Context: an optimization exercise on an open-source flow, tuned for small area. The choices shown serve that exercise and are no tape-out recipe. Where RTL was checked, it was by simulation tests only, not by an equivalence proof against the original.

==> flow/design.v (excerpt) <==
module belt_core (
    input  wire        clk,
    input  wire        rst,
    output reg         mem_req,
    output reg         mem_we,
    output wire [15:0] mem_addr,
    output wire [15:0] mem_wdata,
    input  wire        mem_ready,
    input  wire [15:0] mem_rdata,
    output wire        halted,
    output wire [1:0]  result,
    output wire [15:0] pc_o,
    output wire [15:0] sp_o
);
For scale: roughly 390 flip-flops, roughly 15000 um2 of cells after synthesis.
export LEC_CHECK = 0
export CAP_MARGIN = 0
export CORE_MARGIN = 2
export CORE_UTILIZATION = 40
export PLACE_DENSITY = 0.6
export SLEW_MARGIN = 0
create_clock -name core_clock -period 10.0 [get_ports {clk}]
standard.sh (not shown) runs the stock make flow with config.mk's settings and CLKGATE_MAP_FILE= SYNTH_SCRIPT=/design/flow/synth_recipe.tcl, a recipe that flattens the netlist after the stock synthesis.
==> flow/flow/run.sh <==
#!/bin/bash
# Standard ORFS layout (the standard.sh), with two changes:
#  - ports are buffered with the smallest buffer, buf_1;
#  - CTS uses smaller clock buffers and inserts no dummy loads.
export BUFFER_PORTS_ARGS="-buffer_cell sky130_fd_sc_hd__buf_1"
export CTS_ARGS="-sink_clustering_enable -repair_clock_nets -dont_use_dummy_load -buf_list {sky130_fd_sc_hd__clkbuf_8} -sink_clustering_size 15 -sink_clustering_max_diameter 50"
bash standard.sh > standard.log 2>&1
==> next run, changes <==
==> flow/flow/run.sh (replaced) <==
#!/bin/bash
# Standard ORFS layout (the standard.sh), with two changes:
#  - ports are buffered with the smallest buffer, buf_1;
#  - CTS uses smaller clock buffers and inserts no dummy loads.
export BUFFER_PORTS_ARGS="-buffer_cell sky130_fd_sc_hd__buf_1"
export CTS_ARGS="-sink_clustering_enable -repair_clock_nets -dont_use_dummy_load -buf_list {sky130_fd_sc_hd__clkbuf_4} -sink_clustering_size 8 -sink_clustering_max_diameter 30"
bash standard.sh > standard.log 2>&1
CAP_MARGIN = 20   (was 0)
SLEW_MARGIN = 20   (was 0)
Result: The changed run completed with no timing, DRC or antenna violations; first-iteration DRC count drops by roughly a tenth; fmax goes up slightly; worst setup slack gets better by 28 ps.
==> next run, changes <==
==> flow/flow/run.sh (replaced) <==
#!/bin/bash
# Standard ORFS layout (the standard.sh), with two changes:
#  - ports are buffered with the smallest buffer, buf_1;
#  - CTS uses smaller clock buffers and inserts no dummy loads.
export BUFFER_PORTS_ARGS="-buffer_cell sky130_fd_sc_hd__buf_1"
export CTS_ARGS="-sink_clustering_enable -repair_clock_nets -dont_use_dummy_load -buf_list {sky130_fd_sc_hd__clkbuf_4 sky130_fd_sc_hd__clkbuf_8} -sink_clustering_size 10 -sink_clustering_max_diameter 40"
bash standard.sh > standard.log 2>&1
The new run finished with timing, DRC and antenna clean.
Synthesized area is unchanged.
Critical path depth fell by 4.
Synthesized cell count is unchanged.
Fmax rose by 0.75%.

========
Setup of P:
belt_core, a different RTL version from the one above (not shown whole).
Size in the first run: ~350 flip-flops, roughly 88 I/O pins, roughly 17000 µm² of cells after synthesis.
// belt_core
module belt_core (
    input  wire        clk,
    input  wire        rst,
    output reg         mem_req,
    output reg         mem_we,
    output wire [15:0] mem_addr,
    output wire [15:0] mem_wdata,
    input  wire        mem_ready,
    input  wire [15:0] mem_rdata,
    output wire        halted,
    output wire [1:0]  result,
    output wire [15:0] pc_o,
    output wire [15:0] sp_o
);
clock: 10.0 ns
lec_check: 0
cap_margin: 20
core_margin: 2
core_utilization: 40
place_density: 0.6
slew_margin: 20
run.sh (not shown) runs the stock make flow with config.mk's settings and CLKGATE_MAP_FILE= SYNTH_SCRIPT=/design/flow/synth_recipe.tcl, a recipe that flattens the netlist after the stock synthesis.
Stock flow here: none of the scripts above is used.
P: flow completed, timing, DRC and antenna clean
The following lists how R was set up differently from P:
Settings: ABC_AREA: unset -> 1.
==> results.txt <==
[compare] base=P new=R: arrival time reported for the critical path endpoint went down 0.86 ns, total nets after synthesis went up about 14%, buffer share of cell area went down 0.62 points, synthesized cell count went up about 14%, die footprint went down about 0.4%. The lower post-synthesis area per instance came out of R. Initial core utilization across P and R: no real change. R ends up with lower clock latency on the worst-skew pair than P does. The width of the die on P is in line with that on R. In R, the final net count came out 224 above the value in P.

========
belt_core, a different RTL version from the one above (not shown whole).
For scale: about 88 I/O pins.
clock: 10.0 ns
lec_check: 0
cap_margin: 20
core_margin: 2
core_utilization: 40
place_density: 0.6
slew_margin: 20
standard.sh (not shown) runs the stock make flow with config.mk's settings and CLKGATE_MAP_FILE= SYNTH_SCRIPT=/design/flow/synth_recipe.tcl, a recipe that flattens the netlist after the stock synthesis.
==> flow/flow/run.sh <==
#!/bin/bash
# Standard ORFS layout (the standard.sh), with two changes:
#  - ports are buffered with the smallest buffer, buf_1;
#  - CTS uses smaller clock buffers and inserts no dummy loads.
export BUFFER_PORTS_ARGS="-buffer_cell sky130_fd_sc_hd__buf_1"
export CTS_ARGS="-sink_clustering_enable -repair_clock_nets -dont_use_dummy_load -buf_list {sky130_fd_sc_hd__clkbuf_8} -sink_clustering_size 15 -sink_clustering_max_diameter 50"
bash standard.sh > standard.log 2>&1
Rerun with:
==> flow/flow/run.sh (replaced) <==
#!/bin/bash
# Standard ORFS layout (the standard.sh), with two changes:
#  - ports are buffered with the smallest buffer, buf_1;
#  - CTS uses smaller clock buffers and inserts no dummy loads.
export BUFFER_PORTS_ARGS="-buffer_cell sky130_fd_sc_hd__buf_1"
export CTS_ARGS="-sink_clustering_enable -repair_clock_nets -dont_use_dummy_load -buf_list {sky130_fd_sc_hd__clkbuf_8 sky130_fd_sc_hd__clkbuf_16}"
bash standard.sh > standard.log 2>&1
The new run completed without violations.
Via count decreases by about 0.7%.
Worst hold slack gains 0.023 ns.
Die area is unchanged.
First-iteration DRC count increases by about 10%.
Clock skew decreases by 0.064 ns.
No functional check of the RTL was part of any run of this note.

========
belt_core, a different RTL version from the one above (not shown whole).
Size: ~13,000 sq um of cells after synthesis.
export LEC_CHECK = 0
export CAP_MARGIN = 20
export CORE_MARGIN = 2
export CORE_UTILIZATION = 65
export PLACE_DENSITY = 0.8
export SLEW_MARGIN = 20
create_clock -name core_clock -period 10.0 [get_ports {clk}]
==> flow/flow/run.sh <==
#!/bin/bash
# The standard layout (standard.sh) with three changes:
#  1. after the standard synthesis, the combinational logic is mapped again
#     by ABC with an area-oriented script (flip-flops are kept as they are:
#     same cells, same names), see resyn below;
#  2. ports are buffered with the smallest buffer, buf_1;
#  3. CTS uses clkbuf_8 in clusters of at most 15 sinks and inserts no
#     dummy loads.
# Each tool writes its full output to a log file in this folder.
set -euo pipefail
export BUFFER_PORTS_ARGS="-buffer_cell sky130_fd_sc_hd__buf_1"
export CTS_ARGS="-sink_clustering_enable -repair_clock_nets -dont_use_dummy_load -buf_list {sky130_fd_sc_hd__clkbuf_8} -sink_clustering_size 15 -sink_clustering_max_diameter 50"

R=orfs/results/${FLOW_PLATFORM}/belt_core/base
LIB=${FLOW_HOME}/platforms/${FLOW_PLATFORM}/lib/sky130_fd_sc_hd__tt_025C_1v80.lib

# standard synthesis
bash standard.sh synth > synth.log 2>&1
cp $R/1_2_yosys.v 1_2_yosys_standard.v

# remap the combinational logic for area
DU=$(sed -n '/DONT_USE_CELLS += /,/^#/p' ${FLOW_HOME}/platforms/${FLOW_PLATFORM}/config.mk \
     | grep -o 'sky130_fd_sc_hd__[a-z0-9_]*' | sed 's/^/-dont_use /' | tr '\n' ' ')
SEQ=$(grep -o 'sky130_fd_sc_hd__[a-z0-9_]*' 1_2_yosys_standard.v | sort -u \
      | grep -E '__(df|edf|sdf|sedf|dl)' | tr '\n' ' ')
printf 'strash\n&get -n\n&deepsyn -T 40\n&put\ndch -f\nmap -a\nstrash\ndch -f\nmap -a\ntopo\n' > resyn.abc
cat > resyn.ys <<EOT
read_liberty -ignore_miss_func $LIB
blackbox $SEQ
read_verilog 1_2_yosys_standard.v
hierarchy -top ${FLOW_TOP}
flatten
opt_clean -purge
abc -liberty $LIB $DU -script resyn.abc
setundef -zero
splitnets
opt_clean -purge
hilomap -singleton -hicell sky130_fd_sc_hd__conb_1 HI -locell sky130_fd_sc_hd__conb_1 LO
insbuf -buf sky130_fd_sc_hd__buf_4 A X
opt_clean -purge
stat -liberty $LIB
write_verilog -noattr -nohex -nodec 1_2_yosys_resyn.v
EOT
yosys -s resyn.ys > resyn.log 2>&1
cp 1_2_yosys_resyn.v $R/1_2_yosys.v

# the rest of the flow (1_synth.odb is rebuilt from the new netlist)
bash standard.sh > standard.log 2>&1
==> next run, changes <==
--- a/flow/flow/run.sh
+++ b/flow/flow/run.sh
@@ -6,3 +6,3 @@
 #  2. ports are buffered with the smallest buffer, buf_1;
-#  3. CTS uses clkbuf_8 in clusters of at most 15 sinks and inserts no
+#  3. CTS uses clkbuf_16 in clusters of at most 30 sinks and inserts no
 #     dummy loads.
@@ -11,3 +11,3 @@
 export BUFFER_PORTS_ARGS="-buffer_cell sky130_fd_sc_hd__buf_1"
-export CTS_ARGS="-sink_clustering_enable -repair_clock_nets -dont_use_dummy_load -buf_list {sky130_fd_sc_hd__clkbuf_8} -sink_clustering_size 15 -sink_clustering_max_diameter 50"
+export CTS_ARGS="-sink_clustering_enable -repair_clock_nets -dont_use_dummy_load -buf_list {sky130_fd_sc_hd__clkbuf_16} -sink_clustering_size 30 -sink_clustering_max_diameter 80"
 
- CORE_UTILIZATION: 65 -> 40
- PLACE_DENSITY: 0.8 -> 0.6
What happened: The new run passed the timing, design-rule and antenna checks; wire length shrinks by 4.7%; clock skew grows by 3.4 ps; worst setup slack improves by 50 ps; synthesized area does not change.
==> next run, changes <==
--- a/flow/flow/run.sh
+++ b/flow/flow/run.sh
@@ -6,3 +6,3 @@
 #  2. ports are buffered with the smallest buffer, buf_1;
-#  3. CTS uses clkbuf_16 in clusters of at most 30 sinks and inserts no
+#  3. CTS uses clkbuf_8 in clusters of at most 15 sinks and inserts no
 #     dummy loads.
@@ -11,3 +11,3 @@
 export BUFFER_PORTS_ARGS="-buffer_cell sky130_fd_sc_hd__buf_1"
-export CTS_ARGS="-sink_clustering_enable -repair_clock_nets -dont_use_dummy_load -buf_list {sky130_fd_sc_hd__clkbuf_16} -sink_clustering_size 30 -sink_clustering_max_diameter 80"
+export CTS_ARGS="-sink_clustering_enable -repair_clock_nets -dont_use_dummy_load -buf_list {sky130_fd_sc_hd__clkbuf_8} -sink_clustering_size 15 -sink_clustering_max_diameter 50"
 
After rerunning:
- final area stays flat
- setup slack improved by 16 ps
- cell count went up by 1.1%
- hold slack gets better by 14 ps
- routed wire length increases by 0.49%
- flip-flop and latch count stays the same
- clock skew rises by 6.2 ps

-- re-timing with driven ports --
Ports are ideal in the flow. The routed layouts listed here were re-timed in OpenROAD. Step 1 sets driving cells, clkbuf_16 on the clock port and buf_2 on the other inputs (assumed; they add their load-dependent delay and slew). Step 2 moves the port delays by t, midway between the first and last clock arrival at a register: inputs arrive t later, outputs are due t later. That takes back most of the time a late clock gives input paths. a / b / c = no drivers / after step 1 / after step 2; a / b = the first two.
run | shift t [ns] | setup WS [ns] | worst hold slack (ns) | worst setup path after step 2 | clock arrival spread, ns
the first run of note 1 | 0.586 | 1.959 / 1.910 / 2.496 | 0.298 / 0.298 / 0.298 | register to output | 0.057 / 0.057
the second run of note 1 | 0.756 | 1.987 / 1.941 / 2.698 | 0.289 / 0.289 / 0.289 | register to output | 0.087 / 0.087
the third run of note 1 | 0.615 | 2.047 / 1.997 / 2.611 | 0.298 / 0.298 / 0.298 | register to output | 0.059 / 0.059
P | 0.613 | 1.528 / 1.475 / 2.088 | 0.395 / 0.395 / 0.395 | register to output | 0.038 / 0.038
R | 0.596 | 2.388 / 2.335 / 2.931 | 0.408 / 0.408 / 0.408 | register to output | 0.014 / 0.014
the first run of note 3 | 0.594 | 1.917 / 1.867 / 2.460 | 0.282 / 0.282 / 0.282 | register to output | 0.115 / 0.115
the second run of note 3 | 0.563 | 1.942 / 1.887 / 2.450 | 0.305 / 0.305 / 0.305 | register to output | 0.048 / 0.048
the first run of note 4 | 0.584 | 0.646 / 0.598 / 0.980 | 0.301 / 0.301 / 0.301 | register to register | 0.065 / 0.065
the second run of note 4 | 0.565 | 0.695 / 0.644 / 1.209 | 0.268 / 0.268 / 0.268 | register to output | 0.068 / 0.068
the third run of note 4 | 0.591 | 0.711 / 0.664 / 1.255 | 0.283 / 0.283 / 0.283 | register to output | 0.074 / 0.074
After both steps setup and hold are still met in every run listed.
